Source: an optimization exercise on an open RTL-to-GDS flow (aim: small area, a short achievable clock period and few clock cycles per item). Production flows keep margins and buffers that such runs may drop.
In this exercise RTL edits were held to simulation tests only and were not proved equivalent to the original.
Power figures rest on the tool's default switching activity, not on a simulated workload.

**flow/run.sh**
```bash
#!/bin/bash
# synth_recipe.tcl (not shown) runs the flow's synth.tcl, then flattens the netlist and writes it again
# the make line also repeats each setting of config.mk as NAME=value (left out here)
make -C /OpenROAD-flow-scripts/flow DESIGN_CONFIG=/design/flow/config.mk WORK_HOME=/design/flow/orfs CLKGATE_MAP_FILE= SYNTH_SCRIPT=/design/flow/synth_recipe.tcl finish
```
**flow/config.mk**
```make
export PLATFORM = sky130hd
export DESIGN_NAME = lbv1_xu
export DESIGN_NICKNAME = lbv1_xu
export VERILOG_FILES = /design/flow/design.v
export SDC_FILE = /design/flow/constraint.sdc
export NUM_CORES = 4
export LEC_CHECK = 0
export CAP_MARGIN = 20
export CORE_MARGIN = 2
export CORE_UTILIZATION = 50
export SETUP_SLACK_MARGIN = 5
export SLEW_MARGIN = 20
```
**flow/constraint.sdc**
```tcl
create_clock -name core_clock -period 10.0 [get_ports {clk}]
set_input_delay 2.0000 -clock core_clock [delete_from_list [all_inputs] [get_ports {clk}]]
set_output_delay 2.0000 -clock core_clock [all_outputs]
set_load 0.01 [all_outputs]
```
**flow/design.v**
```verilog
module lbv1_xu (
    input  wire         clk,
    input  wire         rst,
    input  wire         start,
    input  wire [3:0]   op,
    input  wire [3:0]   a_len,
    input  wire [63:0]  a_val,
    input  wire [3:0]   b_len,
    input  wire [63:0]  b_val,
    output wire         busy,
    output wire         done,
    output wire [3:0]   r_len,
    output wire [63:0]  r_val,
    output wire         ovf,
    output wire         dbz
);
    localparam [3:0] OP_ADD = 4'd0,  OP_SUB = 4'd1,  OP_NEG = 4'd2,  OP_MUL = 4'd3,
                     OP_DIV = 4'd4,  OP_REM = 4'd5,  OP_INC = 4'd6,  OP_DEC = 4'd7,
                     OP_AND = 4'd8,  OP_OR  = 4'd9,  OP_XOR = 4'd10, OP_NOT = 4'd11,
                     OP_SHL = 4'd12, OP_SHR = 4'd13;
    reg         st_exec, st_mul, st_dala, st_div, st_fix;
    reg         done_q;
    reg         c_xr, c_xa;  
    reg         c_xneg;      
    reg         c_yb;        
    reg         c_yinv;      
    reg         c_zb;        
    reg         c_zor;       
    reg         c_cin;       
    reg         c_carry;     
    reg         c_arith;     
    reg         f_div;       
    reg         f_aovf;      
    reg         f_shift, f_shr;
    reg         f_dgo;       
    reg         f_dbz;       
    reg [3:0]   rl_q;        
    reg [65:0]  r_q;
    reg [63:0]  a_q, b_q;
    reg [6:0]   lza_q, lzb_q;
    reg [5:0]   cnt_q;
    reg         dlast_q;     
    reg         mlast_q;     
    reg         lost_q, movf_q;
    reg [3:0]   out_rl;
    reg [7:0]   out_m8;      
    reg         out_aovf, out_movf, out_dbz;
    integer i;
    reg [63:0] mask_r;
    always @(*) begin
        for (i = 0; i < 8; i = i + 1)
            mask_r[8*i +: 8] = {8{out_m8[i]}};
    end
    wire r_hi = (|r_q[65:64]) || (|(r_q[63:0] & ~mask_r));
    assign busy  = (st_mul & !mlast_q) | (st_dala & f_dgo) | (st_div & !(dlast_q & f_div));
    assign done  = done_q;
    assign r_len = out_rl;
    assign r_val = r_q[63:0] & mask_r;
    assign ovf   = out_movf | (out_aovf & r_hi);
    assign dbz   = out_dbz;
    wire working = st_exec | st_mul | st_dala | st_div | st_fix;
    wire fin     = working & !busy;              
    wire accept  = start & !busy;
    function [6:0] clz64(input [63:0] x);
        reg [31:0] z2, c2;
        reg [15:0] z4; reg [31:0] c4;
        reg [7:0]  z8; reg [23:0] c8;
        reg [3:0]  z16; reg [15:0] c16;
        reg [1:0]  z32; reg [9:0] c32;
        integer k;
        begin
            for (k = 0; k < 32; k = k + 1) begin
                z2[k] = ~x[2*k+1] & ~x[2*k];
                c2[k] = ~x[2*k+1];
            end
            for (k = 0; k < 16; k = k + 1) begin
                z4[k] = z2[2*k+1] & z2[2*k];
                c4[2*k +: 2] = z2[2*k+1] ? {1'b1, c2[2*k]} : {1'b0, c2[2*k+1]};
            end
            for (k = 0; k < 8; k = k + 1) begin
                z8[k] = z4[2*k+1] & z4[2*k];
                c8[3*k +: 3] = z4[2*k+1] ? {1'b1, c4[4*k +: 2]} : {1'b0, c4[4*k+2 +: 2]};
            end
            for (k = 0; k < 4; k = k + 1) begin
                z16[k] = z8[2*k+1] & z8[2*k];
                c16[4*k +: 4] = z8[2*k+1] ? {1'b1, c8[6*k +: 3]} : {1'b0, c8[6*k+3 +: 3]};
            end
            for (k = 0; k < 2; k = k + 1) begin
                z32[k] = z16[2*k+1] & z16[2*k];
                c32[5*k +: 5] = z16[2*k+1] ? {1'b1, c16[8*k +: 4]} : {1'b0, c16[8*k+4 +: 4]};
            end
            clz64 = (z32[1] & z32[0]) ? 7'd64 :
                    (z32[1] ? {2'b01, c32[0 +: 5]} : {2'b00, c32[5 +: 5]});
        end
    endfunction
    wire [3:0]  in_w     = (a_len > b_len) ? a_len : b_len;
    wire        in_shift = (op == OP_SHL) || (op == OP_SHR);
    wire        in_lop   = (op == OP_NEG) || (op == OP_INC) || (op == OP_DEC) ||
                           (op == OP_NOT) || in_shift;
    wire        in_mul   = (op == OP_MUL);
    wire        in_div   = (op == OP_DIV) || (op == OP_REM);
    wire        in_swap  = (in_mul && (b_len < a_len)) || in_shift;
    wire [63:0] in_a     = in_swap ? b_val : a_val;
    wire [63:0] in_b     = in_swap ? a_val : b_val;
    wire [6:0]  in_lza   = clz64(a_val);
    wire [6:0]  in_lzb   = clz64(b_val);
    wire        in_dbz   = in_lzb[6];
    wire        in_q0    = in_lza > in_lzb;      
    wire [65:0] cx = ((r_q & {66{c_xr}}) | {2'b00, a_q & {64{c_xa}}}) ^ {2'b00, {64{c_xneg}}};
    wire [65:0] cy = {{2{c_yinv}}, (b_q & {64{c_yb}}) ^ {64{c_yinv}}};
    wire [65:0] cz = {1'b0, b_q & {64{c_zb}}, 1'b0} | {2'b00, {64{c_zor}}};
    wire [65:0] cs_s = cx ^ cy ^ cz;
    wire [65:0] cs_c = (cx & cy) | (cx & cz) | (cy & cz);
    wire [65:0] ad_x = cs_s & {66{!c_carry}};
    wire [65:0] ad_y = c_arith ? {cs_c[64:0], c_cin} : (cs_c & {66{c_carry}});
    wire [65:0] sum  = ad_x + ad_y;
    wire [5:0]  d_s    = lzb_q[5:0] - lza_q[5:0];
    wire [5:0]  rt_amt = st_dala ? d_s : (f_shr ? (6'd0 - a_q[5:0]) : a_q[5:0]);
    reg  [63:0] rt_out;
    always @(*) begin
        rt_out = b_q;
        for (i = 0; i < 6; i = i + 1)
            if (rt_amt[i]) rt_out = (rt_out << (1 << i)) | (rt_out >> (64 - (1 << i)));
    end
    reg  [63:0] keep_shl;    
    reg  [63:0] keep_shr;    
    always @(*) begin
        for (i = 0; i < 64; i = i + 1) begin
            keep_shl[i] = (i >= a_q[5:0]);
            keep_shr[i] = ((63 - i) >= a_q[5:0]);
        end
    end
    wire        sh_big = f_shr ? (|a_q[63:6])
                               : ((|a_q[63:7]) || (a_q[6:0] >= {rl_q, 3'b000}));
    wire [63:0] sh_res = rt_out & (f_shr ? keep_shr : keep_shl) & {64{!sh_big}};
    reg  [63:0] mask_w;      
    always @(*) begin
        for (i = 0; i < 8; i = i + 1)
            mask_w[8*i +: 8] = {8{(rl_q > i)}};
    end
    wire        acc_hi = c_xr && ((|r_q[65:64]) || (|(r_q[63:0] & ~mask_w)));
    wire        m_ovf  = movf_q | acc_hi | (lost_q & (|a_q[1:0]));
    wire        m_lost = lost_q | (|b_q[63:62]);
    wire [63:0] a_rest = a_q >> 2;
    wire        d_neg  = sum[64];                
    wire [63:0] d_quo  = {a_q[62:0], !d_neg};
    always @(posedge clk) begin
        if (st_exec)
            r_q <= f_shift ? {2'b00, sh_res} : sum;
        else if (st_div && dlast_q && f_div)
            r_q <= {2'b00, d_quo};
        else if (working)
            r_q <= sum;
    end
    wire        div_cont = st_div && !dlast_q;
    reg         yinv_other, cin_other;
    always @(*) begin
        yinv_other = c_yinv;
        cin_other  = c_cin;
        if (accept) begin
            yinv_other = (op == OP_SUB) || (op == OP_DEC);
            cin_other  = (op == OP_SUB) || (op == OP_NEG) || (op == OP_INC);
        end else if (st_dala) begin
            yinv_other = 1'b1;
            cin_other  = 1'b1;
        end else if (st_div) begin
            yinv_other = 1'b0;
            cin_other  = 1'b0;
        end
    end
    always @(posedge clk) begin
        c_yinv <= div_cont ? !d_neg : yinv_other;
        c_cin  <= div_cont ? !d_neg : cin_other;
    end
    always @(posedge clk) begin
        if (rst) begin
            done_q <= 1'b0;
        end else begin
            done_q <= fin;
            if (fin) begin
                out_rl   <= rl_q;
                for (i = 0; i < 8; i = i + 1)
                    out_m8[i] <= (rl_q > i);
                out_aovf <= f_aovf;
                out_movf <= st_mul & m_ovf;
                out_dbz  <= st_dala & f_dbz;
            end
        end
    end
    always @(posedge clk) begin
        if (rst) begin
            st_exec <= 1'b0;
            st_mul  <= 1'b0;
            st_dala <= 1'b0;
            st_div  <= 1'b0;
            st_fix  <= 1'b0;
        end else if (accept) begin
            rl_q    <= in_lop ? a_len : in_w;
            a_q     <= in_a;
            b_q     <= in_b;
            lza_q   <= in_lza;
            lzb_q   <= in_lzb;
            lost_q  <= 1'b0;
            movf_q  <= 1'b0;
            mlast_q <= (in_a[63:2] == 62'd0);
            f_div   <= (op == OP_DIV);
            f_aovf  <= (op == OP_ADD) || (op == OP_INC) || in_mul;
            f_shift <= in_shift;
            f_shr   <= (op == OP_SHR);
            f_dbz   <= in_dbz;
            f_dgo   <= !in_dbz && !in_q0;
            c_xr    <= 1'b0;
            c_xa    <= !in_mul && !(in_div && (op == OP_DIV) && (in_dbz || in_q0));
            c_xneg  <= (op == OP_NEG) || (op == OP_NOT);
            c_yb    <= in_mul ? in_a[0] :
                       ((op == OP_ADD) || (op == OP_SUB) || (op == OP_AND) ||
                        (op == OP_OR) || (op == OP_XOR));
            c_zb    <= in_mul && in_a[1];
            c_zor   <= (op == OP_OR);
            c_carry <= (op == OP_AND) || (op == OP_OR);
            c_arith <= !((op == OP_AND) || (op == OP_OR) || (op == OP_XOR));
            st_exec <= !(in_mul || in_div);
            st_mul  <= in_mul;
            st_dala <= in_div;
            st_div  <= 1'b0;
            st_fix  <= 1'b0;
        end else begin
            if (fin) begin
                st_exec <= 1'b0;
                st_mul  <= 1'b0;
                st_dala <= 1'b0;
                st_div  <= 1'b0;
                st_fix  <= 1'b0;
            end
            if (st_mul) begin
                a_q     <= a_rest;
                b_q     <= b_q << 2;
                c_xr    <= 1'b1;
                c_yb    <= a_q[2];
                c_zb    <= a_q[3];
                mlast_q <= (a_q[63:4] == 60'd0);
                lost_q  <= m_lost;
                movf_q  <= m_ovf;
            end
            if (st_dala && f_dgo) begin
                a_q     <= 64'd0;
                b_q     <= rt_out;
                cnt_q   <= d_s;
                dlast_q <= (d_s == 6'd0);
                c_xr    <= 1'b1;
                c_xa    <= 1'b0;
                c_yb    <= 1'b1;
                st_dala <= 1'b0;
                st_div  <= 1'b1;
            end
            if (st_div) begin
                a_q     <= d_quo;
                cnt_q   <= cnt_q - 6'd1;
                dlast_q <= (cnt_q == 6'd1);
                if (!dlast_q)
                    b_q <= b_q >> 1;
                if (dlast_q && !f_div) begin
                    c_yb   <= d_neg;
                    st_div <= 1'b0;
                    st_fix <= 1'b1;
                end
            end
        end
    end
endmodule
```
==> results of run 1 <==
==> final timing paths <==
| path | start | to | depth (start not counted) | slack (ns) |
|---|---|---|---|---|
| worst min register to register | f_aovf$_DFFE_PP_ | out_aovf$_DFFE_PP_ | 0 | 0.42 |
| worst min-delay path | f_aovf$_DFFE_PP_ | out_aovf$_DFFE_PP_ | 0 | 0.42 |
| worst max register to register | a_q[1]$_DFFE_PP_ | r_q[32]$_DFFE_PP_ | 13 | 4.95 |
| worst max-delay path | a_q[1]$_DFFE_PP_ | r_q[32]$_DFFE_PP_ | 13 | 4.95 |
==> state kept, by name, indices dropped and copies added (netlist names), 4 cells and up <==
name / cells
out_rl: 4
a_q: 64
out_m8: 8
r_q: 66
lza_q: 6
cnt_q: 6
b_q: 64
lzb_q: 6
rl_q: 4
==> layout by cell type, fill, tap and decap left out, drive strengths merged, types with 90 or more instances in the layout <==
master,instances
nand2,579
a21oi,400
nor2,336
mux2i,332
edfxtp,251
o21ai,229
buf,159
clkdlybuf4s50,144
xor2,115
ha,91
a211oi,90
==> worst reg2reg max path, cell delays in order, from the launching register on <==
cell,delay (ns)
sky130_fd_sc_hd__edfxtp_1,0.32
sky130_fd_sc_hd__buf_4,0.36
sky130_fd_sc_hd__inv_1,0.28
sky130_fd_sc_hd__ha_1,0.34
sky130_fd_sc_hd__ha_1,0.35
sky130_fd_sc_hd__mux2i_1,0.37
sky130_fd_sc_hd__mux2_4,0.42
sky130_fd_sc_hd__mux4_2,0.63
sky130_fd_sc_hd__a211oi_1,0.29
sky130_fd_sc_hd__a21oi_1,0.11
sky130_fd_sc_hd__mux2i_1,0.24
sky130_fd_sc_hd__mux2i_1,0.27
sky130_fd_sc_hd__a32oi_1,0.60
sky130_fd_sc_hd__o21ai_0,0.17
==> power breakdown <==
group / switching (mW) / internal, mW
registers: 0.367 / 1.43
logic: 2.54 / 1.49
clock network: 0.574 / 0.792
==> layout make-up <==
| type | instances | share of cell area, % |
|---|---|---|
| multi-input combinational | 3416 | 64.0 |
| sequential | 257 | 20.0 |
| timing repair buffer | 366 | 9.13 |
| tap | 864 | 2.82 |
| clock buffer | 43 | 2.39 |
| inverter | 87 | 0.870 |
| clock inverter | 19 | 0.746 |
| antenna | 5 | 0.0326 |
==> metal layers <==
layer / vias up / global-route usage, %
met5: - / 0
met3: 504 / 19.7
met2: 2964 / 62.9
li1: 15400 / -
met4: 6 / 25.0
met1: 17500 / 63.4
==> logic make-up (layout without fill, tap and decap cells) <==
family | count (synthesis) | after routing | share of synthesized area (%)
DFF | 257 | 257 | 23.1
xor gates and xnor gates | 188 | 188 | 4.97
and+or+nand+nor | 1362 | 1362 | 18.6
buffers and inverters | 474 | 515 | 5.88
muxes | 426 | 426 | 15.4
AOI/OAI and AO/OA | 1280 | 1282 | 24.6
other | 0 | 5 | 0
adders and majority gates | 158 | 158 | 7.48
==> repair_timing <==
action / CTS / global route
resized for setup: 202 / 173
pin swaps: 45 / 55
cloned: 2 / 2
setup buffers: 30 / 32
endpoints found under the setup margin: 81 / 63
==> impl_metrics.csv, run 1 <==
group,metric,value,unit
run_status,run_status,"finished clean",
route,met2RoutedLength,65.8,mm
layout,multi_input_comb_area,0.0246,mm2
place,globalplace.congestion,1.10,
logic_synthesis,postSynthAreaPerCell,7.99,um2
layout,layout-drive-gt1-share,12.4,%
layout,finish.cell_count_without_fillers,5057,
cts,cell_chosen_for_the_clock_root,"sky130_fd_sc_hd__clkbuf_16",
route,avgRoutedWirePerCell,33.0,um
sta,worst_hold_slack,0.423,ns
sta,slew_headroom,17.8,%
cts,cts_tree,"built",
place,port-buffer-count,214,
grt,number_of_global_route_vias_before_repair,32400,
logic_synthesis,ys_ff_latch,257,
logic_synthesis,synthCells,4145,
cts,cts_inserted_buffers,35,
cts,cts_num_sinks,257,
critical_path,number_of_buffer_and_inverter_instances_along_the_worst_setup_path,2,
logic_synthesis,synth.yosys.seq_area_share,23.1,%
sta,timing.final.hold_violations,0,
route,dr.pass1.iters,7,
place,place_worst_setup_slack,3.64,ns
route,topRoutingLayerUsed,"met5",
grt,grt_pass1_wl,232,mm
logic_synthesis,mappedNetlistNets,4446,
sta,worst_slew_pin_slew,1.23,ns
critical_path,worstPathArrival,5.35,ns
sta,postLayoutSetupSlackWorst,4.95,ns
route,vias_per_cell,7.18,
critical_path,timing.critical_path.cells,"buf_4 -> inv_1 -> ha_1 -> ha_1 -> mux2i_1 -> mux2_4 -> mux4_2 -> a211oi_1 -> a21oi_1 -> mux2i_1 -> mux2i_1 -> a32oi_1 -> o21ai_0",
place,place_inst,4924,
logic_synthesis,post-synth-top-count-cell,"sky130_fd_sc_hd__nand2_1",
grt,grt_start_max_net_pins,132,
logic_synthesis,netlist.area_leader.share,22.7,%
critical_path,end_kind,"flop",
grt,grt-ovfl-total,0,
logic_synthesis,asyncSetResetFlopFracSynth,0,%
route,wirelength,167,mm
sta,minimum_period_implied_by_the_final_worst_setup_slack,5.05,ns
floorplanning,die-width,261,um
sta,rsz0062_at_grt,"true",
place,hpwlAfterDp,124,mm
route,ant_nets,0,
route,drtIter0Drc,6295,
cts,ctsHoldBuffers,0,
layout,register_area,0.00767,mm2
logic_synthesis,synth_largest_area_cell,"sky130_fd_sc_hd__edfxtp_1",
sta,setup_violations,0,
place,post_detailed_placement_cell_area,0.0356,mm2
sta,finalClockSkew,0.0348,ns
critical_path,cp_common_cell,"sky130_fd_sc_hd__mux2i_1",
floorplanning,floorplan.die_area,0.0683,mm2
critical_path,critical_path_class,"flop to flop",
layout,fin_area,0.0384,mm2
sta,final.period_utilization,50.5,%
grt,global_route.usage.total,46.9,%
route,post-route-drc-count,0,
layout,layout-area-overhead-vs-synth,15.8,%
route,wl_met3,27.0,mm
cts,ctsLongestPathBuffers,3,
cts,cts-htree-levels,2,
logic_synthesis,post_synth_num_cell_types,85,
cts,clkTransAtPathRegs,0.06,ns
floorplanning,fp-row-count,94,
power_and_ir_drop,ir_drop,0.000123,V
logic_synthesis,synth_flop_cell,"sky130_fd_sc_hd__edfxtp_1",
logic_synthesis,mappedNetlistArea,0.0331,mm2
logic_synthesis,ys.warnings.count,1,
floorplanning,initial_standard_cell_utilization_of_the_core,50.5,%
floorplanning,ios,215,
route,vias,36300,
critical_path,timing.critical_path.max_delay_family,"multiplexers",
grt,grt_antenna_before_repair,6,
critical_path,critical_path_fanout_max,16,
critical_path,cpMaxStageDelayCell,"sky130_fd_sc_hd__mux4_2",
critical_path,crit_path_max_incr_delay,0.63,ns
floorplanning,floorplan.core_area,0.0656,mm2
layout,final.fill_count,6030,
worst_hold_path,hp-class,"flop to flop",
floorplanning,chipHeight,261,um
critical_path,startpoint_type,"flop",
layout,final_util,58.5,%
job,maxCapViolations,0,
critical_path,timing.critical_path.required,10.30,ns
sta,achievable-frequency,0.198,GHz
power_and_ir_drop,pwr_density_cell,188,mW/mm2
power_and_ir_drop,finalPower,7.20,mW
sta,maxSlewViolCount,0,
logic_synthesis,post_synth_main_area_contributors,"sky130_fd_sc_hd__edfxtp_1, sky130_fd_sc_hd__mux2i_1, sky130_fd_sc_hd__nand2_1",
cts,clock_latency,0.61,ns
power_and_ir_drop,power.static_leakage,15.0,nW
layout,finish.net_count,4464,
sta,fin_tns_setup,0,ns
logic_synthesis,number_of_synthesized_flops_with_an_enable_pin,251,
route,wirelength_met1,63.4,mm
logic_synthesis,synth.cells.most_frequent,"sky130_fd_sc_hd__nand2_1, sky130_fd_sc_hd__a21oi_1, sky130_fd_sc_hd__nor2_1, sky130_fd_sc_hd__mux2i_1, sky130_fd_sc_hd__clkbuf_1",
Testbench counts, summed over its fixed seeds: cycles 9,536, items 2,400.
==> run 2, diff against run 1 <==
--- a/flow/design.v
+++ b/flow/design.v
@@ -32,8 +32,6 @@
     reg         f_div;       
     reg         f_aovf;      
     reg         f_shift, f_shr;
-    reg         f_dgo;       
-    reg         f_dbz;       
     reg [3:0]   rl_q;        
     reg [65:0]  r_q;
     reg [63:0]  a_q, b_q;
@@ -52,7 +50,10 @@
             mask_r[8*i +: 8] = {8{out_m8[i]}};
     end
     wire r_hi = (|r_q[65:64]) || (|(r_q[63:0] & ~mask_r));
-    assign busy  = (st_mul & !mlast_q) | (st_dala & f_dgo) | (st_div & !(dlast_q & f_div));
+    wire d_dbz = lzb_q[6];
+    wire d_q0  = lza_q > lzb_q;
+    wire d_go  = !d_dbz && !d_q0;
+    assign busy  = (st_mul & !mlast_q) | (st_dala & d_go) | (st_div & !(dlast_q & f_div));
     assign done  = done_q;
     assign r_len = out_rl;
     assign r_val = r_q[63:0] & mask_r;
@@ -104,8 +105,6 @@
     wire [63:0] in_b     = in_swap ? a_val : b_val;
     wire [6:0]  in_lza   = clz64(a_val);
     wire [6:0]  in_lzb   = clz64(b_val);
-    wire        in_dbz   = in_lzb[6];
-    wire        in_q0    = in_lza > in_lzb;      
     wire [65:0] cx = ((r_q & {66{c_xr}}) | {2'b00, a_q & {64{c_xa}}}) ^ {2'b00, {64{c_xneg}}};
     wire [65:0] cy = {{2{c_yinv}}, (b_q & {64{c_yb}}) ^ {64{c_yinv}}};
     wire [65:0] cz = {1'b0, b_q & {64{c_zb}}, 1'b0} | {2'b00, {64{c_zor}}};
@@ -145,12 +144,34 @@
     wire        d_neg  = sum[64];                
     wire [63:0] d_quo  = {a_q[62:0], !d_neg};
     always @(posedge clk) begin
-        if (st_exec)
-            r_q <= f_shift ? {2'b00, sh_res} : sum;
+        if (st_exec && f_shift)
+            r_q <= {2'b00, sh_res};
+        else if (st_dala && f_div && !d_go)
+            r_q <= 66'd0;                
         else if (st_div && dlast_q && f_div)
             r_q <= {2'b00, d_quo};
-        else if (working)
+        else
             r_q <= sum;
+    end
+    always @(posedge clk) begin
+        if (accept)
+            a_q <= in_a;
+        else if (st_dala)
+            a_q <= 64'd0;                
+        else if (st_div)
+            a_q <= d_quo;
+        else
+            a_q <= a_rest;               
+    end
+    always @(posedge clk) begin
+        if (accept)
+            b_q <= in_b;
+        else if (st_dala)
+            b_q <= rt_out;               
+        else if (st_div)
+            b_q <= dlast_q ? b_q : (b_q >> 1);
+        else
+            b_q <= b_q << 2;             
     end
     wire        div_cont = st_div && !dlast_q;
     reg         yinv_other, cin_other;
@@ -183,7 +204,7 @@
                     out_m8[i] <= (rl_q > i);
                 out_aovf <= f_aovf;
                 out_movf <= st_mul & m_ovf;
-                out_dbz  <= st_dala & f_dbz;
+                out_dbz  <= st_dala & d_dbz;
             end
         end
     end
@@ -196,8 +217,6 @@
             st_fix  <= 1'b0;
         end else if (accept) begin
             rl_q    <= in_lop ? a_len : in_w;
-            a_q     <= in_a;
-            b_q     <= in_b;
             lza_q   <= in_lza;
             lzb_q   <= in_lzb;
             lost_q  <= 1'b0;
@@ -207,10 +226,8 @@
             f_aovf  <= (op == OP_ADD) || (op == OP_INC) || in_mul;
             f_shift <= in_shift;
             f_shr   <= (op == OP_SHR);
-            f_dbz   <= in_dbz;
-            f_dgo   <= !in_dbz && !in_q0;
             c_xr    <= 1'b0;
-            c_xa    <= !in_mul && !(in_div && (op == OP_DIV) && (in_dbz || in_q0));
+            c_xa    <= !in_mul;
             c_xneg  <= (op == OP_NEG) || (op == OP_NOT);
             c_yb    <= in_mul ? in_a[0] :
                        ((op == OP_ADD) || (op == OP_SUB) || (op == OP_AND) ||
@@ -233,8 +250,6 @@
                 st_fix  <= 1'b0;
             end
             if (st_mul) begin
-                a_q     <= a_rest;
-                b_q     <= b_q << 2;
                 c_xr    <= 1'b1;
                 c_yb    <= a_q[2];
                 c_zb    <= a_q[3];
@@ -242,9 +257,7 @@
                 lost_q  <= m_lost;
                 movf_q  <= m_ovf;
             end
-            if (st_dala && f_dgo) begin
-                a_q     <= 64'd0;
-                b_q     <= rt_out;
+            if (st_dala && d_go) begin
                 cnt_q   <= d_s;
                 dlast_q <= (d_s == 6'd0);
                 c_xr    <= 1'b1;
@@ -254,11 +267,8 @@
                 st_div  <= 1'b1;
             end
             if (st_div) begin
-                a_q     <= d_quo;
                 cnt_q   <= cnt_q - 6'd1;
                 dlast_q <= (cnt_q == 6'd1);
-                if (!dlast_q)
-                    b_q <= b_q >> 1;
                 if (dlast_q && !f_div) begin
                     c_yb   <= d_neg;
                     st_div <= 1'b0;
==> run 2 against run 1 <==
  * Critical path type unchanged
  * Combinational power is 34% higher
  * Largest cell class unchanged
  * Clock skew is 0.0021 ns lower
  * Highest routed layer unchanged
  * Non-clock buffer count is 85 lower
  * Largest power group unchanged
  * Sequential power hardly changed
  * Still clean
  * Maximum frequency is 0.96% lower
  * Global-route usage is 1.6 points lower
==> impl_metrics.csv, run 2 <==
group,metric,value,unit
grt,global_route.usage.total,45.3,%
floorplanning,floorplan.die_area,0.0609,mm2
cts,ctsHoldBuffers,0,
layout,largest_reg_flops,66,
route,vias_per_cell,7.06,
logic_synthesis,netlist.area_leader.share,14.7,%
critical_path,critical_path_depth,13,
critical_path,worst_r2r_path_cells,13,
critical_path,timing.critical_path.max_delay_family,"compound AO/OA/AOI/OAI gates",
cts,cts_num_sinks,257,
route,wl_met3,19.6,mm
route,avgRoutedWirePerCell,32.0,um
critical_path,timing.reg2reg.setup_slack,4.90,ns
cts,ctsLongestPathBuffers,3,
layout,final_cell_mix,"sky130_fd_sc_hd__mux2i_1, sky130_fd_sc_hd__a21oi_1, sky130_fd_sc_hd__nand2_1",
critical_path,startpoint_type,"flop",
critical_path,timing.critical_path.cells,"inv_1 -> ha_1 -> a21oi_4 -> buf_4 -> buf_6 -> mux2i_1 -> mux2i_1 -> mux2i_1 -> o22ai_1 -> a21oi_1 -> mux2i_1 -> o21ai_1 -> mux2i_1",
sta,minimum_period_implied_by_the_final_worst_setup_slack,5.10,ns
cts,cts-htree-levels,2,
layout,registers.top_by_ff_count,"r_q",
place,port-buffer-count,214,
critical_path,end_kind,"flop",
route,met2RoutedLength,57.3,mm
grt,grt_antenna_before_repair,4,
cts,clock_latency,0.59,ns
logic_synthesis,ys.warnings.count,1,
logic_synthesis,mappedNetlistArea,0.0295,mm2
sta,worst_slew_pin_slew,1.31,ns
sta,fin_tns_setup,0,ns
worst_hold_path,hp-class,"flop to flop",
critical_path,r2r_end,"b_q[58]$_DFFE_PP_",
logic_synthesis,synthCells,3598,
grt,grt_start_max_net_pins,98,
critical_path,critical_path_fanout_max,35,
run_status,run_status,"finished clean",
logic_synthesis,synth.cells.most_frequent,"sky130_fd_sc_hd__mux2i_1, sky130_fd_sc_hd__a21oi_1, sky130_fd_sc_hd__nor2_1, sky130_fd_sc_hd__nand2_1, sky130_fd_sc_hd__o21ai_0",
grt,grt_pass1_wl,202,mm
grt,number_of_global_route_vias_before_repair,29300,
logic_synthesis,synth_flop_cell,"sky130_fd_sc_hd__dfxtp_1",
sta,timing.final.hold_violations,0,
sta,final.period_utilization,51.0,%
layout,layout_commonest_cell,"sky130_fd_sc_hd__mux2i_1",
critical_path,critical_path_class,"flop to flop",
layout,layout-drive-gt1-share,8.74,%
sta,finalClockSkew,0.0327,ns
logic_synthesis,asyncSetResetFlopFracSynth,0,%
floorplanning,die-width,247,um
route,post-route-drc-count,0,
job,maxCapViolations,0,
logic_synthesis,post-synth-top-count-cell,"sky130_fd_sc_hd__mux2i_1",
logic_synthesis,post_synth_main_area_contributors,"sky130_fd_sc_hd__mux2i_1, sky130_fd_sc_hd__edfxtp_1, sky130_fd_sc_hd__dfxtp_1",
power_and_ir_drop,pwr_density_cell,252,mW/mm2
sta,maxSlewViolCount,0,
layout,finish.net_count,3937,
cts,cell_chosen_for_the_clock_root,"sky130_fd_sc_hd__clkbuf_16",
logic_synthesis,post_synth_num_cell_types,77,
critical_path,timing.critical_path.from,"lza_q[0]$_SDFFCE_PP0P_",
layout,largest_registers,"r_q (66), a_q (64), b_q (64)",
grt,grt-ovfl-total,0,
sta,rsz0062_at_grt,"true",
critical_path,cpMaxStageDelayCell,"sky130_fd_sc_hd__a21oi_1",
logic_synthesis,mappedNetlistNets,3899,
cts,cts_inserted_buffers,34,
route,wirelength_met1,55.3,mm
sta,postLayoutSetupSlackWorst,4.90,ns
sta,achievable-frequency,0.196,GHz
power_and_ir_drop,power.static_leakage,13.6,nW
cts,clkTransAtPathRegs,0.06,ns
critical_path,cp-endpoint,"b_q[58]$_DFFE_PP_",
route,wirelength,142,mm
floorplanning,ios,215,
layout,final.fill_count,5323,
critical_path,crit_path_max_incr_delay,0.58,ns
route,topRoutingLayerUsed,"met5",
floorplanning,floorplan.core_area,0.0587,mm2
floorplanning,chipHeight,247,um
logic_synthesis,ys_ff_latch,257,
logic_synthesis,number_of_synthesized_flops_with_an_enable_pin,121,
critical_path,worstPathArrival,5.39,ns
critical_path,timing.critical_path.required,10.29,ns
place,hpwlAfterDp,111,mm
critical_path,worstReg2RegStart,"lza_q[0]$_SDFFCE_PP0P_",
route,drtIter0Drc,5341,
logic_synthesis,postSynthAreaPerCell,8.19,um2
logic_synthesis,synth_largest_area_cell,"sky130_fd_sc_hd__mux2i_1",
route,dr.pass1.iters,9,
floorplanning,fp-row-count,89,
cts,cts_tree,"built",
critical_path,cp_common_cell,"sky130_fd_sc_hd__mux2i_1",
layout,layout-area-overhead-vs-synth,13.9,%
floorplanning,initial_standard_cell_utilization_of_the_core,50.2,%
sta,setup_violations,0,
route,vias,31300,
route,ant_nets,0,
sta,slew_headroom,11.4,%
power_and_ir_drop,ir_drop,0.000138,V
place,place_worst_setup_slack,4.09,ns
logic_synthesis,synth.yosys.seq_area_share,21.6,%
critical_path,number_of_buffer_and_inverter_instances_along_the_worst_setup_path,3,
place,globalplace.congestion,1.08,
run 2: worst min path at each step:
stage                     start                  to  cells after the start
2_1_floorplan  f_aovf$_DFFE_PP_  out_aovf$_DFFE_PP_                      0
3_3_place_gp   f_aovf$_DFFE_PP_  out_aovf$_DFFE_PP_                      0
3_5_place_dp   f_aovf$_DFFE_PP_  out_aovf$_DFFE_PP_                      0
4_1_cts        f_aovf$_DFFE_PP_  out_aovf$_DFFE_PP_                      0
5_1_grt        f_aovf$_DFFE_PP_  out_aovf$_DFFE_PP_                      0
6_report       f_aovf$_DFFE_PP_  out_aovf$_DFFE_PP_                      0
run 2: metrics by stage:
| step | utilization [%] | hold WS [ns] | area, um2 | cells | total power [mW] |
|---|---|---|---|---|---|
| finish | 57.2 | 0.425 | 33600 | 4438 | 8.48 |
| global route | 57.2 | 0.437 | 33600 | 4436 | 8.73 |
| CTS | 56.9 | 0.429 | 33400 | 4433 | 8.11 |
| detailed placement | 54.5 | 0.416 | 32000 | 4365 | 6.78 |
| global placement | 54.5 | 0.418 | 32000 | 4364 | 6.75 |
| floorplan | - | 0.400 | 29500 | 3598 | 4.74 |
run 2: logic make-up (layout without fill, tap and decap cells):
kind of cell,count (synthesis),in the layout,synth area share (%)
xor+xnor,196,196,5.82
flops,257,257,21.6
fa+ha+maj,158,158,8.41
compound gates,1054,1055,23.1
buf+inv,369,432,4.99
simple gates,1005,1005,16.6
other cells,0,3,0
mux,559,559,19.6
run 2: worst reg2reg max path, stage by stage, from the launching register on:
cell and delay [ns]:
sky130_fd_sc_hd__edfxtp_1 0.48, sky130_fd_sc_hd__inv_1 0.08, sky130_fd_sc_hd__ha_1 0.42, sky130_fd_sc_hd__a21oi_4 0.19, sky130_fd_sc_hd__buf_4 0.53, sky130_fd_sc_hd__buf_6 0.50
sky130_fd_sc_hd__mux2i_1 0.34, sky130_fd_sc_hd__mux2i_1 0.18, sky130_fd_sc_hd__mux2i_1 0.48, sky130_fd_sc_hd__o22ai_1 0.15, sky130_fd_sc_hd__a21oi_1 0.58, sky130_fd_sc_hd__mux2i_1 0.26
sky130_fd_sc_hd__o21ai_1 0.48, sky130_fd_sc_hd__mux2i_1 0.14
run 2: power by group:
part	internal [mW]	leakage, nW	switching, mW
Clock	0.729	0.559	0.568
Sequential	1.37	2.34	0.410
Combinational	1.96	10.7	3.45
Total	4.05	13.6	4.42
run 2: cell type report:
type / count / area, um2 / share of cell area [%]
antenna: 3 / 7.51 / 0.0224
clock buffer: 43 / 926 / 2.76
clock inverter: 19 / 243 / 0.723
inverter: 89 / 337 / 1.00
multi-input combinational: 2973 / 22000 / 65.5
sequential: 257 / 6360 / 18.9
tap: 773 / 967 / 2.88
timing repair buffer: 281 / 2750 / 8.18
run 2: timing repair:
action / CTS / global route
pin swaps: 6 / 11
gates resized for setup: 40 / 50
gates cloned: 1 / 0
endpoints found under the setup margin: 98 / 96
endpoints found under the hold margin: 0 / 0
setup buffers: 5 / 2
run 2: routing by layer:
layer | track usage [%] | vias up
met4 | 26.1 | 4
met5 | 0 | -
li1 | - | 13500
met3 | 14.5 | 390
met2 | 63.5 | 2450
met1 | 60.9 | 15000
Testbench counts of run 2, summed over its fixed seeds: cycles 9,536, items 2,400.
==> run 3, diff against run 2 <==
--- a/flow/design.v
+++ b/flow/design.v
@@ -24,9 +24,11 @@
     reg         c_xneg;      
     reg         c_yb;        
     reg         c_yinv;      
-    reg         c_zb;        
-    reg         c_zor;       
+    reg         c_y2;        
+    reg         c_z1, c_z2;  
+    reg         c_zinv;
     reg         c_cin;       
+    reg         c_cin2;      
     reg         c_carry;     
     reg         c_arith;     
     reg         f_div;       
@@ -34,22 +36,26 @@
     reg         f_shift, f_shr;
     reg [3:0]   rl_q;        
     reg [65:0]  r_q;
-    reg [63:0]  a_q, b_q;
+    reg [63:0]  a_q;
+    reg [65:0]  b_q;
     reg [6:0]   lza_q, lzb_q;
     reg [5:0]   cnt_q;
     reg         dlast_q;     
     reg         mlast_q;     
-    reg         lost_q, movf_q;
     reg [3:0]   out_rl;
     reg [7:0]   out_m8;      
-    reg         out_aovf, out_movf, out_dbz;
+    reg         out_aovf;    
+    reg         out_mgt;     
+    reg         out_meq;     
+    reg         out_dbz;
     integer i;
     reg [63:0] mask_r;
     always @(*) begin
         for (i = 0; i < 8; i = i + 1)
             mask_r[8*i +: 8] = {8{out_m8[i]}};
     end
-    wire r_hi = (|r_q[65:64]) || (|(r_q[63:0] & ~mask_r));
+    wire r_hi  = (|r_q[65:64]) || (|(r_q[63:0] & ~mask_r));
+    wire r_bit = r_q[{out_rl, 3'b000}];      
     wire d_dbz = lzb_q[6];
     wire d_q0  = lza_q > lzb_q;
     wire d_go  = !d_dbz && !d_q0;
@@ -57,7 +63,7 @@
     assign done  = done_q;
     assign r_len = out_rl;
     assign r_val = r_q[63:0] & mask_r;
-    assign ovf   = out_movf | (out_aovf & r_hi);
+    assign ovf   = (out_aovf & r_hi) | out_mgt | (out_meq & r_bit);
     assign dbz   = out_dbz;
     wire working = st_exec | st_mul | st_dala | st_div | st_fix;
     wire fin     = working & !busy;              
@@ -106,18 +112,19 @@
     wire [6:0]  in_lza   = clz64(a_val);
     wire [6:0]  in_lzb   = clz64(b_val);
     wire [65:0] cx = ((r_q & {66{c_xr}}) | {2'b00, a_q & {64{c_xa}}}) ^ {2'b00, {64{c_xneg}}};
-    wire [65:0] cy = {{2{c_yinv}}, (b_q & {64{c_yb}}) ^ {64{c_yinv}}};
-    wire [65:0] cz = {1'b0, b_q & {64{c_zb}}, 1'b0} | {2'b00, {64{c_zor}}};
+    wire [65:0] cy = ((b_q & {66{c_yb}}) | ({b_q[64:0], 1'b0} & {66{c_y2}})) ^ {66{c_yinv}};
+    wire [65:0] cz = (({b_q[63:0], 2'b00} & {66{c_z1}}) | ({b_q[62:0], 3'b000} & {66{c_z2}})) ^
+                     {66{c_zinv}};
     wire [65:0] cs_s = cx ^ cy ^ cz;
     wire [65:0] cs_c = (cx & cy) | (cx & cz) | (cy & cz);
     wire [65:0] ad_x = cs_s & {66{!c_carry}};
     wire [65:0] ad_y = c_arith ? {cs_c[64:0], c_cin} : (cs_c & {66{c_carry}});
-    wire [65:0] sum  = ad_x + ad_y;
+    wire [65:0] sum  = ad_x + ad_y + {65'd0, c_cin2};
     wire [5:0]  d_s    = lzb_q[5:0] - lza_q[5:0];
     wire [5:0]  rt_amt = st_dala ? d_s : (f_shr ? (6'd0 - a_q[5:0]) : a_q[5:0]);
     reg  [63:0] rt_out;
     always @(*) begin
-        rt_out = b_q;
+        rt_out = b_q[63:0];
         for (i = 0; i < 6; i = i + 1)
             if (rt_amt[i]) rt_out = (rt_out << (1 << i)) | (rt_out >> (64 - (1 << i)));
     end
@@ -132,15 +139,16 @@
     wire        sh_big = f_shr ? (|a_q[63:6])
                                : ((|a_q[63:7]) || (a_q[6:0] >= {rl_q, 3'b000}));
     wire [63:0] sh_res = rt_out & (f_shr ? keep_shr : keep_shl) & {64{!sh_big}};
-    reg  [63:0] mask_w;      
-    always @(*) begin
-        for (i = 0; i < 8; i = i + 1)
-            mask_w[8*i +: 8] = {8{(rl_q > i)}};
-    end
-    wire        acc_hi = c_xr && ((|r_q[65:64]) || (|(r_q[63:0] & ~mask_w)));
-    wire        m_ovf  = movf_q | acc_hi | (lost_q & (|a_q[1:0]));
-    wire        m_lost = lost_q | (|b_q[63:62]);
-    wire [63:0] a_rest = a_q >> 2;
+    function [2:0] booth(input m1, input m0, input mb);    
+        booth = {m0 ^ mb, (m1 & !m0 & !mb) | (!m1 & m0 & mb), m1 & !(m0 & mb)};
+    endfunction
+    wire [2:0]  bd0_in   = booth(in_a[1], in_a[0], 1'b0);      
+    wire [2:0]  bd1_in   = booth(in_a[3], in_a[2], in_a[1]);
+    wire [2:0]  bd0_next = booth(a_q[5], a_q[4], a_q[3]);      
+    wire [2:0]  bd1_next = booth(a_q[7], a_q[6], a_q[5]);
+    wire [63:0] a_rest   = a_q >> 4;
+    wire [7:0]  m_bits   = 8'd128 - {1'b0, lza_q} - {1'b0, lzb_q};
+    wire [7:0]  m_lim    = {1'b0, rl_q, 3'b000} + 8'd1;
     wire        d_neg  = sum[64];                
     wire [63:0] d_quo  = {a_q[62:0], !d_neg};
     always @(posedge clk) begin
@@ -165,13 +173,13 @@
     end
     always @(posedge clk) begin
         if (accept)
-            b_q <= in_b;
+            b_q <= {2'b00, in_b};
         else if (st_dala)
-            b_q <= rt_out;               
+            b_q <= {2'b00, rt_out};      
         else if (st_div)
             b_q <= dlast_q ? b_q : (b_q >> 1);
         else
-            b_q <= b_q << 2;             
+            b_q <= b_q << 4;             
     end
     wire        div_cont = st_div && !dlast_q;
     reg         yinv_other, cin_other;
@@ -179,8 +187,11 @@
         yinv_other = c_yinv;
         cin_other  = c_cin;
         if (accept) begin
-            yinv_other = (op == OP_SUB) || (op == OP_DEC);
-            cin_other  = (op == OP_SUB) || (op == OP_NEG) || (op == OP_INC);
+            yinv_other = in_mul ? bd0_in[0] : ((op == OP_SUB) || (op == OP_DEC));
+            cin_other  = in_mul ? bd0_in[0] : ((op == OP_SUB) || (op == OP_NEG) || (op == OP_INC));
+        end else if (st_mul) begin
+            yinv_other = bd0_next[0];
+            cin_other  = bd0_next[0];
         end else if (st_dala) begin
             yinv_other = 1'b1;
             cin_other  = 1'b1;
@@ -203,7 +214,8 @@
                 for (i = 0; i < 8; i = i + 1)
                     out_m8[i] <= (rl_q > i);
                 out_aovf <= f_aovf;
-                out_movf <= st_mul & m_ovf;
+                out_mgt  <= st_mul && (m_bits > m_lim);
+                out_meq  <= st_mul && (m_bits == m_lim);
                 out_dbz  <= st_dala & d_dbz;
             end
         end
@@ -219,21 +231,22 @@
             rl_q    <= in_lop ? a_len : in_w;
             lza_q   <= in_lza;
             lzb_q   <= in_lzb;
-            lost_q  <= 1'b0;
-            movf_q  <= 1'b0;
-            mlast_q <= (in_a[63:2] == 62'd0);
+            mlast_q <= (in_a[63:3] == 61'd0);
             f_div   <= (op == OP_DIV);
-            f_aovf  <= (op == OP_ADD) || (op == OP_INC) || in_mul;
+            f_aovf  <= (op == OP_ADD) || (op == OP_INC);
             f_shift <= in_shift;
             f_shr   <= (op == OP_SHR);
             c_xr    <= 1'b0;
             c_xa    <= !in_mul;
             c_xneg  <= (op == OP_NEG) || (op == OP_NOT);
-            c_yb    <= in_mul ? in_a[0] :
+            c_yb    <= in_mul ? bd0_in[2] :
                        ((op == OP_ADD) || (op == OP_SUB) || (op == OP_AND) ||
                         (op == OP_OR) || (op == OP_XOR));
-            c_zb    <= in_mul && in_a[1];
-            c_zor   <= (op == OP_OR);
+            c_y2    <= in_mul && bd0_in[1];
+            c_z1    <= in_mul && bd1_in[2];
+            c_z2    <= in_mul && bd1_in[1];
+            c_zinv  <= in_mul ? bd1_in[0] : (op == OP_OR);
+            c_cin2  <= in_mul && bd1_in[0];
             c_carry <= (op == OP_AND) || (op == OP_OR);
             c_arith <= !((op == OP_AND) || (op == OP_OR) || (op == OP_XOR));
             st_exec <= !(in_mul || in_div);
@@ -251,11 +264,13 @@
             end
             if (st_mul) begin
                 c_xr    <= 1'b1;
-                c_yb    <= a_q[2];
-                c_zb    <= a_q[3];
-                mlast_q <= (a_q[63:4] == 60'd0);
-                lost_q  <= m_lost;
-                movf_q  <= m_ovf;
+                c_yb    <= bd0_next[2];
+                c_y2    <= bd0_next[1];
+                c_z1    <= bd1_next[2];
+                c_z2    <= bd1_next[1];
+                c_zinv  <= bd1_next[0];
+                c_cin2  <= bd1_next[0];
+                mlast_q <= (a_q[63:7] == 57'd0);
             end
             if (st_dala && d_go) begin
                 cnt_q   <= d_s;
==> run 3 against run 2 <==
  * Setup slack gained 0.020 ns
  * Global-route usage grew 1.7 points
  * Still clean on timing, DRC and antenna
  * Worst hold slack gained 0.0013 ns
==> impl_metrics.csv, run 3 <==
group,metric,value,unit
logic_synthesis,synth.yosys.seq_area_share,19.4,%
cts,ctsLongestPathBuffers,3,
route,ant_nets,0,
logic_synthesis,post_synth_num_cell_types,89,
layout,finish.cell_count_without_fillers,4870,
power_and_ir_drop,pwr-share-seq,21.6,%
route,wirelength,166,mm
logic_synthesis,ys_ff_latch,261,
route,vias,34500,
floorplanning,ios,215,
critical_path,critical_path_fanout_max,53,
grt,global_route.usage.total,47.0,%
worst_hold_path,hp-class,"flop to flop",
floorplanning,chipHeight,262,um
place,post_detailed_placement_cell_area,0.0356,mm2
sta,worst_slew_pin_slew,1.24,ns
logic_synthesis,asyncSetResetFlopFracSynth,0,%
layout,final.fill_count,6286,
sta,slew_headroom,15.1,%
place,hpwlAfterDp,126,mm
cts,clock_latency,0.58,ns
sta,finalClockSkew,0.0323,ns
grt,number_of_global_route_vias_before_repair,32200,
sta,rsz0062_at_grt,"false",
sta,minimum_period_implied_by_the_final_worst_setup_slack,5.08,ns
power_and_ir_drop,p_sw,4.35,mW
place,globalplace.congestion,1.09,
worst_hold_path,min_delay_path_depth,0,
logic_synthesis,mappedNetlistArea,0.0333,mm2
place,place_inst,4782,
layout,layout-area-overhead-vs-synth,12.7,%
sta,final.period_utilization,50.8,%
power_and_ir_drop,power.static_leakage,15.1,nW
cts,clkTransAtPathRegs,0.06,ns
floorplanning,floorplan.core_area,0.0659,mm2
sta,setup_violations,0,
sta,worst_hold_slack,0.426,ns
critical_path,timing.critical_path.required,10.49,ns
critical_path,crit_path_max_incr_delay,0.99,ns
logic_synthesis,netlist.area_leader.share,14.4,%
power_and_ir_drop,power.share.combinational,62.4,%
critical_path,worstPathArrival,5.56,ns
logic_synthesis,mappedNetlistNets,4334,
grt,grt_pass1_wl,233,mm
layout,largest_registers,"b_q (66), r_q (66), a_q (64)",
critical_path,critical_path_class,"flop to flop",
power_and_ir_drop,ir_drop,0.000130,V
grt,grt-ovfl-total,0,
cts,cts_num_sinks,261,
power_and_ir_drop,p_clk_share,16.0,%
sta,postLayoutSetupSlackWorst,4.92,ns
critical_path,timing.critical_path.cells,"inv_1 -> ha_1 -> a31oi_1 -> xnor2_1 -> a221oi_4 -> buf_4 -> buf_4 -> mux2i_1 -> a32oi_1 -> o21ai_0",
route,dr.pass1.iters,8,
cts,cts_inserted_buffers,35,
floorplanning,die-width,262,um
job,maxCapViolations,0,
logic_synthesis,synth.cells.most_frequent,"sky130_fd_sc_hd__mux2i_1, sky130_fd_sc_hd__a21oi_1, sky130_fd_sc_hd__clkbuf_1, sky130_fd_sc_hd__nor2_1, sky130_fd_sc_hd__nand2_1",
route,drtIter0Drc,5444,
grt,grt_antenna_before_repair,4,
power_and_ir_drop,finalPower,8.61,mW
place,place_worst_setup_slack,4.20,ns
layout,layout_commonest_cell,"sky130_fd_sc_hd__mux2i_1",
layout,final_util,56.9,%
cts,cell_chosen_for_the_clock_root,"sky130_fd_sc_hd__clkbuf_16",
logic_synthesis,synthCells,4009,
route,avgRoutedWirePerCell,34.0,um
cts,ctsHoldBuffers,0,
cts,cts_tree,"built",
critical_path,timing.reg2reg.setup_slack,4.92,ns
logic_synthesis,synth_largest_area_cell,"sky130_fd_sc_hd__mux2i_1",
sta,fin_tns_setup,0,ns
logic_synthesis,synth_flop_cell,"sky130_fd_sc_hd__dfxtp_1",
logic_synthesis,number_of_synthesized_flops_with_an_enable_pin,123,
critical_path,startpoint_type,"flop",
critical_path,cpMaxStageDelayCell,"sky130_fd_sc_hd__mux2i_1",
logic_synthesis,post_synth_main_area_contributors,"sky130_fd_sc_hd__mux2i_1, sky130_fd_sc_hd__edfxtp_1, sky130_fd_sc_hd__dfxtp_1",
layout,fin_area,0.0375,mm2
layout,finish.net_count,4300,
power_and_ir_drop,power.internal,4.26,mW
layout,layout-drive-gt1-share,9.77,%
critical_path,end_kind,"flop",
sta,maxSlewViolCount,0,
route,post-route-drc-count,0,
floorplanning,fp-row-count,94,
run_status,run_status,"finished clean",
logic_synthesis,ys.warnings.count,1,
sta,achievable-frequency,0.197,GHz
critical_path,cp_common_cell,"sky130_fd_sc_hd__buf_4",
critical_path,worst_r2r_path_cells,10,
logic_synthesis,post-synth-top-count-cell,"sky130_fd_sc_hd__mux2i_1",
grt,grt_start_max_net_pins,172,
floorplanning,floorplan.die_area,0.0686,mm2
layout,final_cell_mix,"sky130_fd_sc_hd__mux2i_1, sky130_fd_sc_hd__a21oi_1, sky130_fd_sc_hd__nor2_1",
floorplanning,initial_standard_cell_utilization_of_the_core,50.5,%
sta,timing.final.hold_violations,0,
route,vias_per_cell,7.09,
logic_synthesis,postSynthAreaPerCell,8.30,um2
power_and_ir_drop,pwr_density_cell,230,mW/mm2
cts,cts-htree-levels,2,
place,port-buffer-count,214,
power_and_ir_drop,sw_frac_of_total,50.5,%
-- run 3: changes by cell type after synthesis, sizes merged, moves of 32 or more --
cell / delta
a22oi: +117
clkbuf: +81
a21oi: +67
mux2i: +46
nand3: -46
mux4: +39
a2111oi: -34
o21ai: -34
and2: -32
xor2: +32
-- run 3: metal layers --
metal / global-route usage [%] / wire length [um] / vias to the layer above
met4: 34.2 / 14500 / 6
met3: 12.8 / 20000 / 568
met2: 67.8 / 68300 / 2427
li1: - / - / 14900
met5: 0 / 34 / -
met1: 60.2 / 62800 / 16600
-- run 3: cell type report --
type	instances	area, um2	share of cell area, %
clock buffers	48	1030	2.74
well taps	864	1080	2.88
repair buffers	316	3150	8.41
multi-input cells	3256	25200	67.1
clock inverters	16	188	0.501
flip-flops and latches	261	6470	17.3
diodes	4	10.0	0.0267
inverters	105	394	1.05
-- run 3: power by group through the flow --
stage / clock (mW) / sequential, mW / combinational (mW)
2_1_floorplan: 0 / 1.50 / 3.49
3_3_place_gp: 0 / 1.84 / 5.03
3_5_place_dp: 0 / 1.84 / 5.03
4_1_cts: 1.37 / 1.82 / 5.10
5_1_grt: 1.41 / 1.84 / 5.70
6_report: 1.38 / 1.86 / 5.37
-- run 3: cell families after synthesis --
family | count (synthesis) | share of synthesized area (%)
buffers and inverters | 493 | 6.21
multiplexers | 625 | 20.7
adder cells (fa/ha/maj) | 182 | 8.43
AND/OR/NAND/NOR | 952 | 13.9
AO/OA/AOI/OAI | 1239 | 24.5
XOR/XNOR | 257 | 6.79
flip-flops | 261 | 19.4
-- run 3: worst paths after layout --
path | start | endpoint
min | f_aovf$_DFFE_PP_ | out_aovf$_DFFE_PP_
max reg2reg | a_q[4]$_DFF_P_ | r_q[57]$_DFF_P_
min reg2reg | f_aovf$_DFFE_PP_ | out_aovf$_DFFE_PP_
max | a_q[4]$_DFF_P_ | r_q[57]$_DFF_P_
-- run 3: what timing repair did --
item,in CTS,in global routing
buffers inserted,7,8
pin swaps,4,10
resized for setup,47,60
endpoints found under the setup margin,68,54
cloned,2,2
hold endpoints to repair,0,0
-- run 3: critical path, delay by kind of cell (launching register included) --
| kind | cells | cell delay (ns) |
|---|---|---|
| fa+ha+maj | 1 | 0.39 |
| xor+xnor | 1 | 0.29 |
| compound gates | 4 | 1.19 |
| mux | 1 | 0.99 |
| flops | 1 | 0.31 |
| buf+inv | 3 | 1.77 |
Testbench counts of run 3, summed over its fixed seeds: cycles 8,221, items 2,400.
==> run 4, diff against run 3 <==
--- a/flow/design.v
+++ b/flow/design.v
@@ -43,7 +43,6 @@
     reg         dlast_q;     
     reg         mlast_q;     
     reg [3:0]   out_rl;
-    reg [7:0]   out_m8;      
     reg         out_aovf;    
     reg         out_mgt;     
     reg         out_meq;     
@@ -52,7 +51,7 @@
     reg [63:0] mask_r;
     always @(*) begin
         for (i = 0; i < 8; i = i + 1)
-            mask_r[8*i +: 8] = {8{out_m8[i]}};
+            mask_r[8*i +: 8] = {8{(out_rl > i)}};
     end
     wire r_hi  = (|r_q[65:64]) || (|(r_q[63:0] & ~mask_r));
     wire r_bit = r_q[{out_rl, 3'b000}];      
@@ -121,24 +120,22 @@
     wire [65:0] ad_y = c_arith ? {cs_c[64:0], c_cin} : (cs_c & {66{c_carry}});
     wire [65:0] sum  = ad_x + ad_y + {65'd0, c_cin2};
     wire [5:0]  d_s    = lzb_q[5:0] - lza_q[5:0];
-    wire [5:0]  rt_amt = st_dala ? d_s : (f_shr ? (6'd0 - a_q[5:0]) : a_q[5:0]);
+    wire [6:0]  sh_r   = f_shr ? (7'd64 - {1'b0, a_q[5:0]}) : {1'b0, a_q[5:0]};
+    wire [5:0]  rt_amt = st_dala ? d_s : sh_r[5:0];
     reg  [63:0] rt_out;
     always @(*) begin
         rt_out = b_q[63:0];
         for (i = 0; i < 6; i = i + 1)
             if (rt_amt[i]) rt_out = (rt_out << (1 << i)) | (rt_out >> (64 - (1 << i)));
     end
-    reg  [63:0] keep_shl;    
-    reg  [63:0] keep_shr;    
-    always @(*) begin
-        for (i = 0; i < 64; i = i + 1) begin
-            keep_shl[i] = (i >= a_q[5:0]);
-            keep_shr[i] = ((63 - i) >= a_q[5:0]);
-        end
+    reg  [63:0] keep;
+    always @(*) begin
+        for (i = 0; i < 64; i = i + 1)
+            keep[i] = (i >= sh_r) ^ f_shr;
     end
     wire        sh_big = f_shr ? (|a_q[63:6])
                                : ((|a_q[63:7]) || (a_q[6:0] >= {rl_q, 3'b000}));
-    wire [63:0] sh_res = rt_out & (f_shr ? keep_shr : keep_shl) & {64{!sh_big}};
+    wire [63:0] sh_res = rt_out & keep & {64{!sh_big}};
     function [2:0] booth(input m1, input m0, input mb);    
         booth = {m0 ^ mb, (m1 & !m0 & !mb) | (!m1 & m0 & mb), m1 & !(m0 & mb)};
     endfunction
@@ -211,8 +208,6 @@
             done_q <= fin;
             if (fin) begin
                 out_rl   <= rl_q;
-                for (i = 0; i < 8; i = i + 1)
-                    out_m8[i] <= (rl_q > i);
                 out_aovf <= f_aovf;
                 out_mgt  <= st_mul && (m_bits > m_lim);
                 out_meq  <= st_mul && (m_bits == m_lim);
==> run 4 against run 3 <==
  * Global-route usage decreased by 4.3 points
  * Via count decreased by 3.7%
  * Setup slack improved by 0.15 ns
  * Register-to-register slack improved by 0.17 ns
  * Synthesized cell count decreased by 3.6%
  * Sequential share of layout area decreased by 0.056 points
  * Wire length decreased by 10%
  * Power increased by 11%
  * Clock power decreased by 12%
  * Sequential cell count decreased by 8
  * Area after synthesis decreased by 3.6%
  * Critical path type is now primary input to flop
==> impl_metrics.csv, run 4 <==
group,metric,value,unit
layout,layout-area-overhead-vs-synth,12.9,%
worst_hold_path,hp-class,"flop to flop",
power_and_ir_drop,power.static_leakage,14.7,nW
grt,grt_pass1_wl,210,mm
route,ant_nets,0,
place,place_inst,4635,
route,drtIter0Drc,5167,
cts,ctsLongestPathBuffers,3,
logic_synthesis,synth_flop_cell,"sky130_fd_sc_hd__dfxtp_1",
floorplanning,ios,215,
floorplanning,chipHeight,257,um
critical_path,timing.critical_path.required,10.49,ns
grt,global_route.usage.total,42.7,%
logic_synthesis,netlist.area_leader.share,12.9,%
logic_synthesis,asyncSetResetFlopFracSynth,0,%
route,vias_per_cell,7.03,
logic_synthesis,number_of_synthesized_flops_with_an_enable_pin,115,
layout,final_cell_mix,"sky130_fd_sc_hd__mux2i_1, sky130_fd_sc_hd__nor2_1, sky130_fd_sc_hd__a21oi_1",
critical_path,critical_path_class,"primary input to flop",
route,avgRoutedWirePerCell,31.3,um
critical_path,worstPathArrival,5.42,ns
critical_path,cpMaxStageDelayCell,"sky130_fd_sc_hd__o41ai_2",
sta,timing.final.hold_violations,0,
layout,layout-drive-gt1-share,10.2,%
cts,clkTransAtPathRegs,0.07,ns
cts,cts_inserted_buffers,30,
layout,layout_commonest_cell,"sky130_fd_sc_hd__mux2i_1",
grt,grt_antenna_before_repair,5,
logic_synthesis,post_synth_num_cell_types,94,
critical_path,crit_path_max_incr_delay,0.62,ns
layout,finish.cell_count_without_fillers,4730,
logic_synthesis,mappedNetlistArea,0.0321,mm2
floorplanning,die-width,257,um
place,globalplace.congestion,1.08,
critical_path,startpoint_type,"primary input",
floorplanning,floorplan.die_area,0.0662,mm2
sta,rsz0062_at_grt,"true",
logic_synthesis,post-synth-top-count-cell,"sky130_fd_sc_hd__mux2i_1",
critical_path,timing.critical_path.from,"a_len[1]",
sta,final.period_utilization,49.3,%
grt,grt_start_max_net_pins,143,
cts,cts_tree,"built",
layout,multi_input_comb_area,0.0244,mm2
cts,cts-htree-levels,1,
logic_synthesis,synth_largest_area_cell,"sky130_fd_sc_hd__mux2i_1",
cts,ctsHoldBuffers,0,
logic_synthesis,synth.cells.most_frequent,"sky130_fd_sc_hd__mux2i_1, sky130_fd_sc_hd__nor2_1, sky130_fd_sc_hd__a21oi_1, sky130_fd_sc_hd__clkbuf_1, sky130_fd_sc_hd__nand2_1",
logic_synthesis,synthCells,3865,
sta,achievable-frequency,0.203,GHz
route,post-route-drc-count,0,
power_and_ir_drop,pwr_density_cell,265,mW/mm2
floorplanning,initial_standard_cell_utilization_of_the_core,50.7,%
place,port-buffer-count,214,
sta,slew_headroom,16.3,%
layout,register_area,0.00622,mm2
route,vias,33300,
grt,grt-ovfl-total,0,
sta,minimum_period_implied_by_the_final_worst_setup_slack,4.93,ns
logic_synthesis,ys.warnings.count,1,
cts,cts_num_sinks,253,
route,wirelength,148,mm
layout,largest_registers,"b_q (66), r_q (66), a_q (64)",
sta,worst_slew_pin_slew,1.24,ns
layout,finish.net_count,4182,
grt,number_of_global_route_vias_before_repair,31400,
layout,final.fill_count,5673,
run_status,run_status,"finished clean",
critical_path,critical_path_fanout_max,4,
worst_hold_path,min-delay-start,"f_aovf$_DFFE_PP_",
floorplanning,fp-row-count,92,
sta,setup_violations,0,
sta,finalClockSkew,0.0408,ns
sta,fin_tns_setup,0,ns
logic_synthesis,post_synth_main_area_contributors,"sky130_fd_sc_hd__mux2i_1, sky130_fd_sc_hd__edfxtp_1, sky130_fd_sc_hd__dfxtp_1",
place,hpwlAfterDp,114,mm
route,dr.pass1.iters,7,
logic_synthesis,synth.yosys.seq_area_share,19.4,%
logic_synthesis,mappedNetlistNets,4187,
power_and_ir_drop,ir_drop,0.000142,V
critical_path,end_kind,"flop",
floorplanning,floorplan.core_area,0.0632,mm2
logic_synthesis,ys_ff_latch,253,
logic_synthesis,postSynthAreaPerCell,8.30,um2
sta,maxSlewViolCount,0,
critical_path,worstReg2RegStart,"c_xr$_SDFFCE_PP0P_",
cts,clock_latency,0.64,ns
critical_path,timing.critical_path.cells,"clkdlybuf4s50_1 -> inv_1 -> ha_1 -> a21o_1 -> a21o_1 -> a21oi_1 -> a21oi_4 -> mux2i_1 -> inv_1 -> ha_1 -> o41ai_2 -> a31o_2",
job,maxCapViolations,0,
cts,cell_chosen_for_the_clock_root,"sky130_fd_sc_hd__clkbuf_16",
## run 4: changes by cell type after synthesis, sizes merged, moves of 47 or more
| cell | before | now |
|---|---|---|
| nand3 | 57 | 109 |
| nor2b | 53 | 123 |
| mux2i | 481 | 415 |
| a21oi | 343 | 252 |
| clkbuf | 278 | 230 |
| xnor2 | 94 | 141 |
| and2 | 89 | 20 |
## run 4: through the flow
step / instance area (um2) / setup WS [ns] / util (%) / hold slack (ns) / total power, mW
3_5_place_dp: 34300 / 4.07 / 54.3 / 0.412 / 7.82
5_1_grt: 36200 / 4.94 / 57.3 / 0.428 / 9.93
6_report: 36200 / 5.07 / 57.3 / 0.428 / 9.58
2_1_floorplan: 32100 / 5.08 / - / 0.400 / 5.64
3_3_place_gp: 34300 / 4.07 / 54.3 / 0.405 / 7.75
4_1_cts: 35800 / 4.87 / 56.7 / 0.425 / 9.11
## run 4: cell type report
class                   instances  area share (%)
multi-input cells            3170            67.4
flip-flops and latches        253            17.2
repair buffers                316            8.58
well taps                     846            2.92
clock buffers                  36            2.28
inverters                      89           0.930
clock inverters                19           0.640
diodes                          1         0.00691
## run 4: final timing paths
path                        endpoint  slack [ns]  cells past startpoint
setup / recovery    c_zinv$_DFFE_PP_        5.07                     12
hold / removal    out_aovf$_DFFE_PP_        0.43                      0
setup reg to reg     r_q[46]$_DFF_P_        5.09                     17
hold reg to reg   out_aovf$_DFFE_PP_        0.43                      0
## run 4: repair_timing
action,in CTS,in global routing
pin swaps,7,11
cloned,0,2
endpoints found under the setup margin,65,55
buffers inserted,23,14
resized for setup,50,47
## run 4: per-layer routing
metal  up-vias  wire length, um  global-route usage (%)
li1      14300                -                       -
met5         -              103                   0.804
met4         6             9410                    21.9
met2      2481            61800                    63.0
met3       438            19300                    12.0
met1     16000            57700                    56.7
## run 4: worst max-delay path, delay by kind of cell
family | cells | cell delay, ns
AO/OA/AOI/OAI | 6 | 1.78
adder cells (fa/ha/maj) | 2 | 0.51
buffers and inverters | 3 | 0.66
multiplexers | 1 | 0.46
## run 4: logic make-up (layout without fill, tap and decap cells)
family | Yosys count | count (layout) | share of synthesized area (%)
compound gates | 1107 | 1107 | 23.0
simple gates | 1018 | 1018 | 15.4
mux | 564 | 564 | 19.4
buf+inv | 442 | 460 | 5.84
xor+xnor | 302 | 302 | 8.35
flops | 253 | 253 | 19.4
fa+ha+maj | 179 | 179 | 8.62
other cells | 0 | 1 | 0
## run 4: report_power, final
group	total [mW]	switching, mW	internal (mW)
Clock	1.21	0.511	0.695
Combinational	6.52	4.02	2.50
Sequential	1.86	0.507	1.35
Total	9.58	5.04	4.54
Testbench counts of run 4, summed over its fixed seeds: cycles 8,221, items 2,400.

## separate check: timing with driven ports
How much do the figures lean on ideal ports? The routed layouts below were timed once more, with nothing changed but the port constraints.
Step 1 sets driving cells, clkbuf_16 on the clock port and buf_2 on the other inputs (assumed; they add their load-dependent delay and slew).
Step 2, shift: input delay + t, output delay - t, t = (earliest + latest rising clock arrival at the registers) / 2. This alone moves slack from input paths to output paths.
Three values: ideal ports, drivers, drivers and shift; two values: the first two.
run	shift t [ns]	slack for setup (ns)	cell pins on the clock port's net
run 1	0.657	4.951 / 4.951 / 4.350	1
run 2	0.642	4.902 / 4.878 / 4.596	1
run 3	0.623	4.921 / 4.921 / 4.543	1
run 4	0.682	5.066 / 5.024 / 4.413	1
After both steps every run listed still meets setup and hold. The setup slack of run 4, which loses most, moves by -0.042 ns with the drivers and by -0.653 ns with both steps.
